This is an optimization exercise on Yosys and OpenROAD, whose aim is small area, a short achievable clock period and few clock cycles per item, not a production implementation.
Function was checked by simulation only, so behaviour that the tests miss may differ from the original.
Power is estimated from default activity; no workload was simulated.

==> flow/design.v <==
module bitwidth16 (
    input  wire [15:0] v,
    output reg  [4:0]  bits
);
    integer i;
    always @* begin
        bits = 5'd0;
        for (i = 0; i < 16; i = i + 1)
            if (v[i])
                bits = i + 1;
    end
endmodule
module filtcore (
    input  wire        clk,
    input  wire        rst,
    input  wire        cmd_valid,
    output wire        cmd_ready,
    input  wire [31:0] cmd_word,
    output wire        rsp_valid,
    input  wire        rsp_ready,
    output wire [31:0] rsp_word,
    output wire [1:0]  err_sticky
);
    reg [15:0] al_l, al_h;       
    reg        cfg_l, cfg_h;
    reg [15:0] last_l, last_h;
    reg [5:0]  al_n;
    reg [6:0]  om_n;             
    reg [3:0]  ash_n;
    reg        cfg_n;
    reg [9:0]  ls_n;             
    reg [1:0]  err_q;
    reg        va;               
    reg [1:0]  ua, oa;
    reg        ia;
    reg [15:0] xa;               
    reg [2:0]  sia;              
    reg        k_hi, k_mid, k_lo;    
    reg        ve;               
    reg        e_l, e_h, e_n;    
    reg        e_cin;            
    reg        e_fin;            
    reg        e_step;           
    reg        e_clr;            
    reg [1:0]  est;              
    reg [22:0] ep;               
    reg [6:0]  eb;               
    reg [15:0] ex;               
    reg        rv;               
    reg [1:0]  rs;
    reg [15:0] rr;               
    reg [15:0] rx;               
    reg        r_h;              
    wire en = !rv || rsp_ready;
    wire [1:0]  cu = cmd_word[19:18];
    wire [1:0]  co = cmd_word[17:16];
    wire [15:0] cd = cmd_word[15:0];
    wire cill = (cmd_word[31:20] != 12'd0) || (cu == 2'd3) ||
                (co == 2'd3 && cd != 16'd0);
    wire p_go;
    wire a_rel;
    assign cmd_ready = !rst && (!va || a_rel);
    wire accept = cmd_valid && cmd_ready;
    always @(posedge clk) begin
        if (rst)
            va <= 1'b0;
        else if (accept)
            va <= 1'b1;
        else if (a_rel)
            va <= 1'b0;
    end
    wire        cw;
    wire [15:0] new_al;
    wire        fw      = cw && ua == {1'b0, cu[0]};
    wire        big_new = new_al[15:7] != 9'd0;
    wire        big_c   = fw ? big_new : (cu[0] ? al_h[15:7] != 9'd0 : al_l[15:7] != 9'd0);
    wire        cfg_c   = fw || (cu[0] ? cfg_h : cfg_l);
    wire        slow_c  = !cill && !cu[1] && co == 2'd1 && cfg_c && big_c;
    wire [4:0]  cx_bits;
    bitwidth16 u_bw_x (.v(cd), .bits(cx_bits));
    wire [2:0]  csi   = (cx_bits > 5'd10) ? cx_bits - 5'd10 : 3'd0;
    wire [15:0] cxs   = cd >> csi;
    wire        cnorm = cu == 2'd2 && co == 2'd1;
    always @(posedge clk) begin
        if (accept) begin
            ua  <= cu;
            oa  <= co;
            ia  <= cill;
            xa  <= cnorm ? {6'd0, cxs[9:0]} : cd;
            sia <= csi;
        end
    end
    always @(posedge clk) begin
        if (accept) begin
            k_hi  <= slow_c;
            k_mid <= 1'b0;
            k_lo  <= 1'b0;
        end else if (p_go) begin
            k_hi  <= 1'b0;
            k_mid <= k_hi;
            k_lo  <= k_mid;
        end
    end
    wire basic   = !ua[1];
    wire is_init = oa == 2'd0;
    wire is_proc = oa == 2'd1;
    wire is_setc = oa == 2'd2;
    wire is_rst  = oa == 2'd3;
    wire [15:0] al_s  = ua[0] ? al_h : al_l;
    wire        cfg_s = ua[1] ? cfg_n : (ua[0] ? cfg_h : cfg_l);
    wire [8:0]  oh_s  = 9'd0 - al_s[15:7];       
    wire step = !ia && is_proc && cfg_s;
    wire fin  = !k_hi && !k_mid;
    assign p_go  = va && en;
    assign a_rel = p_go && fin;
    reg [6:0]  pa, pb;
    reg [15:0] px;
    always @* begin
        if (!basic) begin
            pa = {1'b0, al_n};
            pb = 7'd0;                   
            px = xa;
        end else begin
            px = xa;
            if (k_hi) begin
                pa = {5'd0, al_s[15:14]};
                pb = {5'd0, oh_s[8:7]};
            end else if (k_mid) begin
                pa = al_s[13:7];
                pb = oh_s[6:0];
            end else begin
                pa = al_s[6:0];
                pb = ~al_s[6:0];
            end
        end
    end
    wire [22:0] prod;
    mac7x16 u_mac_p (.b(pa), .l(px), .p(23'd0), .c(23'd0), .t(prod));
    wire [4:0]  nsh  = {1'b0, ash_n} + {2'd0, sia};
    reg [1:0] pst;
    always @* begin
        if (ia)                    pst = 2'd1;
        else if (is_proc && !cfg_s) pst = 2'd2;
        else                       pst = 2'd0;
    end
    assign new_al = xa + 16'd1;
    wire [4:0]  raw_bits;
    bitwidth16 u_bw_raw (.v(xa), .bits(raw_bits));
    wire [3:0]  new_ash = (raw_bits > 5'd6) ? raw_bits - 5'd6 : 4'd0;
    wire [15:0] raw_sh  = xa >> new_ash;
    assign cw = p_go && !ia && (is_init || is_setc);
    always @(posedge clk) begin
        if (!rst && cw && ua == 2'd0) al_l <= new_al;
        if (!rst && cw && ua == 2'd1) al_h <= new_al;
        if (!rst && cw && ua == 2'd2) begin
            al_n  <= raw_sh[5:0];
            om_n  <= 7'd64 - {1'b0, raw_sh[5:0]};
            ash_n <= new_ash;
        end
    end
    always @(posedge clk) begin
        if (rst) begin
            cfg_l <= 1'b0;
            cfg_h <= 1'b0;
            cfg_n <= 1'b0;
            err_q <= 2'd0;
        end else begin
            if (cw && ua == 2'd0) cfg_l <= 1'b1;
            if (cw && ua == 2'd1) cfg_h <= 1'b1;
            if (cw && ua == 2'd2) cfg_n <= 1'b1;
            if (p_go && pst == 2'd1) err_q[0] <= 1'b1;
            if (p_go && pst == 2'd2) err_q[1] <= 1'b1;
        end
    end
    always @(posedge clk) begin
        if (rst)
            ve <= 1'b0;
        else if (en)
            ve <= p_go;
    end
    always @(posedge clk) begin
        if (p_go) begin
            e_l    <= ua == 2'd0;
            e_h    <= ua == 2'd1;
            e_n    <= ua[1];
            e_cin  <= k_mid || k_lo;
            e_fin  <= fin;
            e_step <= step;
            e_clr  <= !ia && (is_init || is_rst);
            est    <= pst;
            ep     <= prod;
            eb     <= pb;
            ex     <= basic ? xa : {11'd0, nsh};
        end
    end
    wire e_go = ve && en;
    wire [15:0] el = e_h ? last_h : last_l;
    wire [15:0] ec = {16{e_cin}} & rr;
    wire [22:0] t;
    mac7x16 u_mac_e (.b(eb), .l(el), .p(ep), .c({ec, 7'd0}), .t(t));
    wire [15:0] yb = t[22:7];
    wire [15:0] s;
    mac7x10 u_mac_n (.b(om_n), .l(ls_n), .p(ep[15:0]), .t(s));
    wire [4:0]  e   = ex[4:0];
    wire [31:0] sh  = {16'd0, s} << e;
    wire        sat = sh[31:22] != 10'd0;
    wire [15:0] yn  = sat ? 16'hFFFF : sh[21:6];
    wire [4:0]  sb;
    bitwidth16 u_bw_s (.v(s), .bits(sb));
    wire [5:0]  ub  = {1'b0, sb} + {1'b0, e};        
    wire [15:0] top_r = s >> (sb - 5'd10);
    wire [15:0] top_l = s << (5'd10 - sb);
    wire [9:0]  top = (sb >= 5'd10) ? top_r[9:0] : top_l[9:0];
    wire [9:0]  ls_next = sat ? 10'h3FF : (ub > 6'd16) ? top : sh[15:6];
    always @(posedge clk) begin
        if (rst) begin
            last_l <= 16'd0;
            last_h <= 16'd0;
            ls_n   <= 10'd0;
        end else if (e_go) begin
            if (e_fin) begin
                if (e_l) begin
                    if (e_clr) last_l <= 16'd0;
                    else if (e_step) last_l <= yb;
                end
                if (e_h) begin
                    if (e_clr) last_h <= 16'd0;
                    else if (e_step) last_h <= yb;
                end
                if (e_n) begin
                    if (e_clr) ls_n <= 10'd0;
                    else if (e_step) ls_n <= ls_next;
                end
            end
        end
    end
    always @(posedge clk) begin
        if (rst)
            rv <= 1'b0;
        else if (en)
            rv <= e_go && e_fin;
    end
    always @(posedge clk) begin
        if (e_go) begin
            rs  <= est;
            rx  <= ex;
            r_h <= e_fin && e_step && e_h;
            if (e_fin && !e_step)
                rr <= 16'd0;
            else if (e_fin && e_n)
                rr <= yn;
            else if (e_fin)
                rr <= yb;
            else
                rr <= t[15:0];
        end
    end
    wire [16:0] hd  = {1'b0, rx} - {1'b0, rr};
    wire [15:0] hb  = hd[16] ? 16'd0 : hd[15:0];
    wire [15:0] res = r_h ? hb : rr;
    assign rsp_valid  = rv && !rst;
    assign rsp_word   = {14'd0, rs, res};
    assign err_sticky = err_q;
endmodule
module mac7x16 (
    input  wire [6:0]  b,
    input  wire [15:0] l,
    input  wire [22:0] p,
    input  wire [22:0] c,
    output wire [22:0] t
);
    wire [22:0] r0 = b[0] ? {7'd0, l}       : 23'd0;
    wire [22:0] r1 = b[1] ? {6'd0, l, 1'd0} : 23'd0;
    wire [22:0] r2 = b[2] ? {5'd0, l, 2'd0} : 23'd0;
    wire [22:0] r3 = b[3] ? {4'd0, l, 3'd0} : 23'd0;
    wire [22:0] r4 = b[4] ? {3'd0, l, 4'd0} : 23'd0;
    wire [22:0] r5 = b[5] ? {2'd0, l, 5'd0} : 23'd0;
    wire [22:0] r6 = b[6] ? {1'd0, l, 6'd0} : 23'd0;
    wire [22:0] s1a = r0 ^ r1 ^ r2;
    wire [22:0] c1a = {(r0 & r1 | r0 & r2 | r1 & r2), 1'b0};
    wire [22:0] s1b = r3 ^ r4 ^ r5;
    wire [22:0] c1b = {(r3 & r4 | r3 & r5 | r4 & r5), 1'b0};
    wire [22:0] s1c = r6 ^ p ^ c;
    wire [22:0] c1c = {(r6 & p | r6 & c | p & c), 1'b0};
    wire [22:0] s2a = s1a ^ c1a ^ s1b;
    wire [22:0] c2a = {(s1a & c1a | s1a & s1b | c1a & s1b), 1'b0};
    wire [22:0] s2b = c1b ^ s1c ^ c1c;
    wire [22:0] c2b = {(c1b & s1c | c1b & c1c | s1c & c1c), 1'b0};
    wire [22:0] s3 = s2a ^ c2a ^ s2b;
    wire [22:0] c3 = {(s2a & c2a | s2a & s2b | c2a & s2b), 1'b0};
    wire [22:0] s4 = s3 ^ c3 ^ c2b;
    wire [22:0] c4 = {(s3 & c3 | s3 & c2b | c3 & c2b), 1'b0};
    assign t = s4 + c4;
endmodule
module mac7x10 (
    input  wire [6:0]  b,
    input  wire [9:0]  l,
    input  wire [15:0] p,
    output wire [15:0] t
);
    wire [15:0] r0 = b[0] ? {6'd0, l}       : 16'd0;
    wire [15:0] r1 = b[1] ? {5'd0, l, 1'd0} : 16'd0;
    wire [15:0] r2 = b[2] ? {4'd0, l, 2'd0} : 16'd0;
    wire [15:0] r3 = b[3] ? {3'd0, l, 3'd0} : 16'd0;
    wire [15:0] r4 = b[4] ? {2'd0, l, 4'd0} : 16'd0;
    wire [15:0] r5 = b[5] ? {1'd0, l, 5'd0} : 16'd0;
    wire [15:0] r6 = b[6] ? {l, 6'd0}       : 16'd0;
    wire [15:0] s1a = r0 ^ r1 ^ r2;
    wire [15:0] c1a = {(r0 & r1 | r0 & r2 | r1 & r2), 1'b0};
    wire [15:0] s1b = r3 ^ r4 ^ r5;
    wire [15:0] c1b = {(r3 & r4 | r3 & r5 | r4 & r5), 1'b0};
    wire [15:0] s2a = s1a ^ c1a ^ s1b;
    wire [15:0] c2a = {(s1a & c1a | s1a & s1b | c1a & s1b), 1'b0};
    wire [15:0] s2b = c1b ^ r6 ^ p;
    wire [15:0] c2b = {(c1b & r6 | c1b & p | r6 & p), 1'b0};
    wire [15:0] s3 = s2a ^ c2a ^ s2b;
    wire [15:0] c3 = {(s2a & c2a | s2a & s2b | c2a & s2b), 1'b0};
    wire [15:0] s4 = s3 ^ c3 ^ c2b;
    wire [15:0] c4 = {(s3 & c3 | s3 & c2b | c3 & c2b), 1'b0};
    assign t = s4 + c4;
endmodule
export LEC_CHECK = 0
export CAP_MARGIN = 20
export CORE_MARGIN = 2
export CORE_UTILIZATION = 50
export SLEW_MARGIN = 20
create_clock -name core_clock -period 14.0 [get_ports {clk}]
standard.sh (not shown) runs the stock make flow with config.mk's settings and CLKGATE_MAP_FILE= SYNTH_SCRIPT=/design/flow/synth_recipe.tcl, a recipe that flattens the netlist after the stock synthesis.
==> flow/flow/run.sh <==
#!/bin/bash
set -euo pipefail
bash standard.sh SETUP_SLACK_MARGIN=7.5 finish > standard.log 2>&1
Testbench counts at the start, summed over its fixed seeds: cycles 16,024, items 16,000.
Edit:
--- a/flow/design.v
+++ b/flow/design.v
@@ -26,5 +26,4 @@
     reg [15:0] last_l, last_h;
     reg [5:0]  al_n;
-    reg [6:0]  om_n;             
     reg [3:0]  ash_n;
     reg        cfg_n;
@@ -51,5 +50,5 @@
     reg [15:0] rr;               
     reg [15:0] rx;               
-    reg        r_h;              
+    reg        r_h, r_n;         
     wire en = !rv || rsp_ready;
     wire [1:0]  cu = cmd_word[19:18];
@@ -119,5 +118,5 @@
         if (!basic) begin
             pa = {1'b0, al_n};
-            pb = 7'd0;                   
+            pb = 7'd64 - {1'b0, al_n};
             px = xa;
         end else begin
@@ -155,5 +154,4 @@
         if (!rst && cw && ua == 2'd2) begin
             al_n  <= raw_sh[5:0];
-            om_n  <= 7'd64 - {1'b0, raw_sh[5:0]};
             ash_n <= new_ash;
         end
@@ -195,15 +193,14 @@
     end
     wire e_go = ve && en;
-    wire [15:0] el = e_h ? last_h : last_l;
+    wire [15:0] el = ({16{e_l}} & last_l) | ({16{e_h}} & last_h) |
+                     ({16{e_n}} & {6'd0, ls_n});
     wire [15:0] ec = {16{e_cin}} & rr;
     wire [22:0] t;
     mac7x16 u_mac_e (.b(eb), .l(el), .p(ep), .c({ec, 7'd0}), .t(t));
     wire [15:0] yb = t[22:7];
-    wire [15:0] s;
-    mac7x10 u_mac_n (.b(om_n), .l(ls_n), .p(ep[15:0]), .t(s));
+    wire [15:0] s   = t[15:0];
     wire [4:0]  e   = ex[4:0];
     wire [31:0] sh  = {16'd0, s} << e;
     wire        sat = sh[31:22] != 10'd0;
-    wire [15:0] yn  = sat ? 16'hFFFF : sh[21:6];
     wire [4:0]  sb;
     bitwidth16 u_bw_s (.v(s), .bits(sb));
@@ -246,9 +243,8 @@
             rx  <= ex;
             r_h <= e_fin && e_step && e_h;
+            r_n <= e_fin && e_step && e_n;
             if (e_fin && !e_step)
                 rr <= 16'd0;
-            else if (e_fin && e_n)
-                rr <= yn;
-            else if (e_fin)
+            else if (e_fin && !e_n)
                 rr <= yb;
             else
@@ -258,5 +254,7 @@
     wire [16:0] hd  = {1'b0, rx} - {1'b0, rr};
     wire [15:0] hb  = hd[16] ? 16'd0 : hd[15:0];
-    wire [15:0] res = r_h ? hb : rr;
+    wire [31:0] rsh = {16'd0, rr} << rx[4:0];
+    wire [15:0] yn  = (rsh[31:22] != 10'd0) ? 16'hFFFF : rsh[21:6];
+    wire [15:0] res = r_h ? hb : r_n ? yn : rr;
     assign rsp_valid  = rv && !rst;
     assign rsp_word   = {14'd0, rs, res};
@@ -293,29 +291,2 @@
     assign t = s4 + c4;
 endmodule
-module mac7x10 (
-    input  wire [6:0]  b,
-    input  wire [9:0]  l,
-    input  wire [15:0] p,
-    output wire [15:0] t
-);
-    wire [15:0] r0 = b[0] ? {6'd0, l}       : 16'd0;
-    wire [15:0] r1 = b[1] ? {5'd0, l, 1'd0} : 16'd0;
-    wire [15:0] r2 = b[2] ? {4'd0, l, 2'd0} : 16'd0;
-    wire [15:0] r3 = b[3] ? {3'd0, l, 3'd0} : 16'd0;
-    wire [15:0] r4 = b[4] ? {2'd0, l, 4'd0} : 16'd0;
-    wire [15:0] r5 = b[5] ? {1'd0, l, 5'd0} : 16'd0;
-    wire [15:0] r6 = b[6] ? {l, 6'd0}       : 16'd0;
-    wire [15:0] s1a = r0 ^ r1 ^ r2;
-    wire [15:0] c1a = {(r0 & r1 | r0 & r2 | r1 & r2), 1'b0};
-    wire [15:0] s1b = r3 ^ r4 ^ r5;
-    wire [15:0] c1b = {(r3 & r4 | r3 & r5 | r4 & r5), 1'b0};
-    wire [15:0] s2a = s1a ^ c1a ^ s1b;
-    wire [15:0] c2a = {(s1a & c1a | s1a & s1b | c1a & s1b), 1'b0};
-    wire [15:0] s2b = c1b ^ r6 ^ p;
-    wire [15:0] c2b = {(c1b & r6 | c1b & p | r6 & p), 1'b0};
-    wire [15:0] s3 = s2a ^ c2a ^ s2b;
-    wire [15:0] c3 = {(s2a & c2a | s2a & s2b | c2a & s2b), 1'b0};
-    wire [15:0] s4 = s3 ^ c3 ^ c2b;
-    wire [15:0] c4 = {(s3 & c3 | s3 & c2b | c3 & c2b), 1'b0};
-    assign t = s4 + c4;
-endmodule
After rerunning: The changed run completed without violations. Clock power falls by 4.4%. Cell area drops by about 7%. Worst hold slack hardly moves. Non-clock buffer count grows by 14. Sequential share of layout area rises by 0.98 points. Power goes up by 21%. Routed wire length came out lower by 6.1%. Sequential power decreases by about 0.6%. Synthesized cell count goes down by 6.2%. Clock skew rises by 0.0098 ns.
Testbench counts after the change, summed over its fixed seeds: cycles 16,024, items 16,000.

separate check: timing with driven ports:
How much do the figures lean on ideal ports? The routed layouts below were timed once more, with nothing changed but the port constraints.
Step 1 (the two cells are an assumption about what drives the block):
set clk [get_ports {clk}]
set_driving_cell -lib_cell sky130_fd_sc_hd__clkbuf_16 $clk
set_driving_cell -lib_cell sky130_fd_sc_hd__buf_2 [delete_from_list [all_inputs] $clk]
Step 2 also shifts input and output timing later by t, the mid clock arrival at the registers, as if the neighbouring blocks saw the same clock.
Three values: ideal, step 1, step 2; two values: the first two.
| run | shift t [ns] | slack for setup (ns) | worst hold slack (ns) | latest minus earliest clock arrival (ns) |
|---|---|---|---|---|
| the first run | 0.612 | 7.115 / 7.115 / 7.115 | 0.418 / 0.418 / 0.418 | 0.016 / 0.016 |
| the second run | 0.577 | 6.412 / 6.412 / 6.412 | 0.417 / 0.417 / 0.417 | 0.025 / 0.025 |
After both steps setup and hold are still met in every run listed.
